From an optimization exercise on the open Yosys and OpenROAD flow, aimed at small area; shortcuts taken in it are not production practice. In this exercise RTL edits were held to simulation tests only and were not proved equivalent to the original. Power is estimated from default activity; no workload was simulated.

Setup of v2:
## ir_volume
module ir_volume(clk, rst, ir_in, gtick, att_ack, att_sel_n, att_valid, att_byte, tens_we, ones_we, seg_tens, seg_ones);
==> flow/config.mk <==
export PLATFORM = sky130hd
export DESIGN_NAME = ir_volume
export DESIGN_NICKNAME = ir_volume
export VERILOG_FILES = /design/flow/design.v
export SDC_FILE = /design/flow/constraint.sdc
export NUM_CORES = 4
export LEC_CHECK = 0
export ABC_AREA = 1
export CAP_MARGIN = 20
export CORE_MARGIN = 2
export CORE_UTILIZATION = 40
export SLEW_MARGIN = 20
==> flow/constraint.sdc <==
create_clock -name core_clock -period 10.0 [get_ports {clk}]
set_input_delay 2.0000 -clock core_clock [delete_from_list [all_inputs] [get_ports {clk}]]
set_output_delay 2.0000 -clock core_clock [all_outputs]
set_load 0.01 [all_outputs]
standard.sh (not shown) runs the stock make flow with config.mk's settings and CLKGATE_MAP_FILE= SYNTH_SCRIPT=/design/flow/synth_recipe.tcl, a recipe that flattens the netlist after the stock synthesis.
==> flow/flow/run.sh <==
#!/bin/bash
# The standard layout with two changes:
#  - synthesis maps the logic with ABC for area only (flow/area.abc) instead of
#    ORFS's delay-bounded mapping, buffering and sizing; everything else in the
#    synthesis script (registers, names, flattening) is the standard flow's own;
#  - every input and output port gets the smallest buffer (buf_1).
set -euo pipefail
here=$(pwd)
# synthesis script: the standard flow's, with the ABC call given flow/area.abc as its script
{
  head -n 1 synth_recipe.tcl
  cat <<EOT
proc abc {args} {
  set i [lsearch -exact \$args -script]
  if { \$i >= 0 } { set args [lreplace \$args \$i [expr {\$i + 1}] -script $here/flow/area.abc] }
  yosys abc {*}\$args
}
EOT
  tail -n +2 synth_recipe.tcl
} > area_synth.tcl
sed "s#SYNTH_SCRIPT=[^ ]*synth_recipe.tcl#SYNTH_SCRIPT=$here/area_synth.tcl#" standard.sh > area_standard.sh
grep -q "SYNTH_SCRIPT=$here/area_synth.tcl" area_standard.sh
export BUFFER_PORTS_ARGS="-buffer_cell sky130_fd_sc_hd__buf_1"
export CTS_ARGS="-sink_clustering_enable -repair_clock_nets -buf_list sky130_fd_sc_hd__clkbuf_4 -sink_clustering_size 20 -sink_clustering_max_diameter 60 -dont_use_dummy_load"
bash area_standard.sh > standard.log 2>&1
==> flow/flow/area.abc <==
strash
dch -f
amap
topo
[inputs] v28 vs v2
- CTS_CLUSTER_DIAMETER newly set to 50
- CTS_BUF_LIST newly set to sky130_fd_sc_hd__clkbuf_4 sky130_fd_sc_hd__clkbuf_8
- CTS_CLUSTER_SIZE newly set to 20
--- a/flow/flow/run.sh
+++ b/flow/flow/run.sh
@@ -23,3 +23,2 @@
 export BUFFER_PORTS_ARGS="-buffer_cell sky130_fd_sc_hd__buf_1"
-export CTS_ARGS="-sink_clustering_enable -repair_clock_nets -buf_list sky130_fd_sc_hd__clkbuf_4 -sink_clustering_size 20 -sink_clustering_max_diameter 60 -dont_use_dummy_load"
 bash area_standard.sh > standard.log 2>&1
[summary]
v28 and v2 ended up with nearly the same residual DRC count. Part of the cycle the worst path needs is higher on v2. v2 | stages: all done | timing, DRC, antenna: all pass. v28 reached the end of the flow, and the finished layout is clean on the timing, design-rule and antenna checks. Routed wire length on met2 of v28 exceeds that of v2 slightly. Delta (v28 minus v2): wire length closely matched the old numbers; largest voltage drop on the vdd net increased by about 2.3% relative to the old numbers. v28 against v2: first-iteration DRC count went down; final worst hold slack stayed essentially flat; cell total after placement essentially unchanged; share of total power consumed by net switching fell by 2.6 points.
Edits applied to the flow inputs when going from v28 to v35:
- CTS_CLUSTER_SIZE no longer set, was 20
- CTS_BUF_LIST no longer set, was sky130_fd_sc_hd__clkbuf_4 sky130_fd_sc_hd__clkbuf_8
- CTS_CLUSTER_DIAMETER no longer set, was 50
==> flow/run.sh (new file) <==
#!/bin/bash
# synth_recipe.tcl (not shown) runs the flow's synth.tcl, then flattens the netlist and writes it again
# the make line also repeats each setting of config.mk as NAME=value (left out here)
make -C /OpenROAD-flow-scripts/flow DESIGN_CONFIG=/design/flow/config.mk WORK_HOME=/design/flow/orfs CLKGATE_MAP_FILE= SYNTH_SCRIPT=/design/flow/synth_recipe.tcl finish
removed: flow/flow/run.sh
removed: flow/flow/area.abc
removed: flow/standard.sh
==> comparison <==
Compared with v28, sum of routed wire length over all layers in v35 increased by more than 10%.
Largest clock skew in the final design: v35 vs v28 down 0.0048 ns
Of v35 and v28, v28 shows the higher share of the final layout cell area in multi-input gates, with v35 below it.
Re number of routed nets with antenna violations: no difference whatsoever between v35 and v28.

* * *

Setup of pepper:
Starting RTL as in the previous note.
clock: 10.0 ns
lec_check: 0
abc_area: 1
cap_margin: 20
core_margin: 2
core_utilization: 40
cts_buf_list: sky130_fd_sc_hd__clkbuf_8
slew_margin: 20
==> flow/flow/run.sh <==
#!/bin/bash
# The standard layout with two changes:
#  - synthesis maps the logic with ABC for area only (flow/area.abc) instead of
#    ORFS's delay-bounded mapping, buffering and sizing; everything else in the
#    synthesis script (registers, names, flattening) is the standard flow's own;
#  - every input and output port gets the smallest buffer (buf_1).
set -euo pipefail
here=$(pwd)
# synthesis script: the standard flow's, with the ABC call given flow/area.abc as its script
{
  head -n 1 synth_recipe.tcl
  cat <<EOT
proc abc {args} {
  set i [lsearch -exact \$args -script]
  if { \$i >= 0 } { set args [lreplace \$args \$i [expr {\$i + 1}] -script $here/flow/area.abc] }
  yosys abc {*}\$args
}
EOT
  tail -n +2 synth_recipe.tcl
} > area_synth.tcl
sed "s#SYNTH_SCRIPT=[^ ]*synth_recipe.tcl#SYNTH_SCRIPT=$here/area_synth.tcl#" standard.sh > area_standard.sh
grep -q "SYNTH_SCRIPT=$here/area_synth.tcl" area_standard.sh
export BUFFER_PORTS_ARGS="-buffer_cell sky130_fd_sc_hd__buf_1"
bash area_standard.sh > standard.log 2>&1
==> flow/flow/area.abc <==
strash
dch -f
amap
topo
Changes in tundra relative to pepper:
# pepper
export LEC_CHECK = 0
export ABC_AREA = 1
export CAP_MARGIN = 20
export CORE_MARGIN = 2
export CORE_UTILIZATION = 40
export CTS_BUF_LIST = sky130_fd_sc_hd__clkbuf_8
export SLEW_MARGIN = 20
create_clock -name core_clock -period 10.0 [get_ports {clk}]
# tundra
export LEC_CHECK = 0
export ABC_AREA = 1
export CAP_MARGIN = 20
export CORE_MARGIN = 2
export CORE_UTILIZATION = 40
export CTS_BUF_LIST = sky130_fd_sc_hd__clkbuf_4
export CTS_CLUSTER_DIAMETER = 100
export CTS_CLUSTER_SIZE = 30
export SLEW_MARGIN = 20
create_clock -name core_clock -period 10.0 [get_ports {clk}]
==> flow/flow/area.abc <==
strash
dch -f
map -a
topo
stime -c
buffer -c
upsize -c
dnsize -c
Notes after the runs:
Sort pepper and tundra by height of the die desc -> top: tundra. Cmp pepper and tundra / area occupied by multi-input gates / higher: tundra. The critical path depth of tundra exceeds that of pepper by 2.
diff inputs: tundra => violet
==> flow/run.sh (new file) <==
#!/bin/bash
# synth_recipe.tcl (not shown) runs the flow's synth.tcl, then flattens the netlist and writes it again
# the make line also repeats each setting of config.mk as NAME=value (left out here)
make -C /OpenROAD-flow-scripts/flow DESIGN_CONFIG=/design/flow/config.mk WORK_HOME=/design/flow/orfs CLKGATE_MAP_FILE= SYNTH_SCRIPT=/design/flow/synth_recipe.tcl finish
removed: flow/flow/run.sh
removed: flow/flow/area.abc
removed: flow/standard.sh
Findings:
- violet vs tundra: pre-CTS setup slack down
- Reported for violet and tundra, sequential cell count turned out identical to the last digit.
- Comparing violet and tundra, the lower core region area was measured on tundra.
- violet vs. tundra: maximum number of pins on one net before global-route repair went up by 5.
- Compared with tundra, violet shows a higher first-pass GRT wire length.
Changes in lagoon relative to violet:
# violet
export LEC_CHECK = 0
export ABC_AREA = 1
export CAP_MARGIN = 20
export CORE_MARGIN = 2
export CORE_UTILIZATION = 40
export CTS_BUF_LIST = sky130_fd_sc_hd__clkbuf_4
export CTS_CLUSTER_DIAMETER = 100
export CTS_CLUSTER_SIZE = 30
export SLEW_MARGIN = 20
create_clock -name core_clock -period 10.0 [get_ports {clk}]
# lagoon
export LEC_CHECK = 0
export ABC_AREA = 1
export CAP_MARGIN = 20
export CORE_MARGIN = 2
export CORE_UTILIZATION = 40
export SLEW_MARGIN = 20
create_clock -name core_clock -period 10.0 [get_ports {clk}]
==> flow/flow/run.sh (new file) <==
#!/bin/bash
# The standard layout with two changes:
#  - synthesis maps the logic with ABC for area only (flow/area.abc) instead of
#    ORFS's delay-bounded mapping, buffering and sizing; everything else in the
#    synthesis script (registers, names, flattening) is the standard flow's own;
#  - every input and output port gets the smallest buffer (buf_1).
set -euo pipefail
here=$(pwd)
# synthesis script: the standard flow's, with the ABC call given flow/area.abc as its script
{
  head -n 1 synth_recipe.tcl
  cat <<EOT
proc abc {args} {
  set i [lsearch -exact \$args -script]
  if { \$i >= 0 } { set args [lreplace \$args \$i [expr {\$i + 1}] -script $here/flow/area.abc] }
  yosys abc {*}\$args
}
EOT
  tail -n +2 synth_recipe.tcl
} > area_synth.tcl
sed "s#SYNTH_SCRIPT=[^ ]*synth_recipe.tcl#SYNTH_SCRIPT=$here/area_synth.tcl#" standard.sh > area_standard.sh
grep -q "SYNTH_SCRIPT=$here/area_synth.tcl" area_standard.sh
export BUFFER_PORTS_ARGS="-buffer_cell sky130_fd_sc_hd__buf_1"
export CTS_ARGS="-sink_clustering_enable -repair_clock_nets -buf_list sky130_fd_sc_hd__clkbuf_8 -dont_use_dummy_load"
bash area_standard.sh > standard.log 2>&1
==> flow/flow/area.abc (new file) <==
strash
dch -f
amap
topo
==> flow/standard.sh (new file) <==
#!/bin/bash
# synth_recipe.tcl (not shown) runs the flow's synth.tcl, then flattens the netlist and writes it again
# the make line also repeats each setting of config.mk as NAME=value (left out here)
make -C /OpenROAD-flow-scripts/flow DESIGN_CONFIG=/design/flow/config.mk WORK_HOME=/design/flow/orfs CLKGATE_MAP_FILE= SYNTH_SCRIPT=/design/flow/synth_recipe.tcl "${@:-finish}"
removed: flow/run.sh
Notes after the runs:
Clock latency on the worst-skew pair: lagoon < violet
The length of routed met3 wiring in lagoon is 1.6 times that in violet.
lagoon: net switching power of the design about 9% below violet
Input-level comparison between harbor and lagoon:
# lagoon
export LEC_CHECK = 0
export ABC_AREA = 1
export CAP_MARGIN = 20
export CORE_MARGIN = 2
export CORE_UTILIZATION = 40
export SLEW_MARGIN = 20
create_clock -name core_clock -period 10.0 [get_ports {clk}]
# harbor
export LEC_CHECK = 0
export ABC_AREA = 1
export CAP_MARGIN = 20
export CORE_MARGIN = 2
export CORE_UTILIZATION = 40
export CTS_BUF_LIST = sky130_fd_sc_hd__clkbuf_4
export CTS_CLUSTER_DIAMETER = 100
export CTS_CLUSTER_SIZE = 30
export SLEW_MARGIN = 20
create_clock -name core_clock -period 10.0 [get_ports {clk}]
==> flow/flow/run.sh <==
#!/bin/bash
# The standard layout, with the smallest buffer on every input and output port.
set -euo pipefail
export BUFFER_PORTS_ARGS="-buffer_cell sky130_fd_sc_hd__buf_1"
bash standard.sh > standard.log 2>&1
removed: flow/flow/area.abc
Non-clock buffer count: lagoon vs harbor identical. HPWL after detailed placement delta (harbor − lagoon): unfavourable. As far as diode insertion count for antenna repair is concerned, lagoon and harbor perform about the same. On harbor: area of the core is 12% higher than what lagoon gave. Looking at share of final-layout standard cells stronger than drive strength 1, harbor sits 7.0 points higher than lagoon does. Between harbor and lagoon, it is harbor whose fraction of power spent switching nets is higher, by 2.6 points. Of harbor and lagoon, the higher post-synthesis share of cell area spent on and, or, nand and nor gates belongs to harbor. Sequential area share after synthesis is higher on lagoon. Run comparison: lagoon combinational family with the most area after synthesis compound AO/OA/AOI/OAI gates; harbor combinational family with the most area after synthesis simple AND/OR/NAND/NOR gates. Relative to lagoon, via count normalized by instance count has decreased by 8.2% in harbor. Routed wire length ends up lower on lagoon.

afterwards: timing with drivers on the ports:
The results above use ideal ports. As a check the final layouts listed here were re-extracted and re-timed, cells and wires unchanged.
Step 1 assumes that a clkbuf_16 drives the clock port and a buf_2 every other input.
Step 2 moves the port delays by t, midway between the first and last clock arrival at a register: inputs arrive t later, outputs are due t later. That takes back most of the time a late clock gives input paths.
Three values: ideal, step 1, step 2; two values: the first two.
run	t, ns	slack for setup (ns)	worst data-port slew with drivers (ns)
v2	0.425	4.731 / 4.700 / 4.644	0.03
v28	0.368	4.771 / 4.739 / 4.649	0.03
v35	0.379	4.705 / 4.674 / 5.052	0.03
pepper	0.366	4.764 / 4.734 / 4.640	0.03
tundra	0.448	4.975 / 4.947 / 5.394	0.03
violet	0.449	4.592 / 4.564 / 5.013	0.03
lagoon	0.361	4.778 / 4.748 / 4.638	0.03
harbor	0.439	5.022 / 4.994 / 5.432	0.03
After both steps every run listed still meets setup and hold. For lagoon, which loses most, drivers alone change the setup slack by -0.030 ns; drivers and shift together by -0.140 ns.
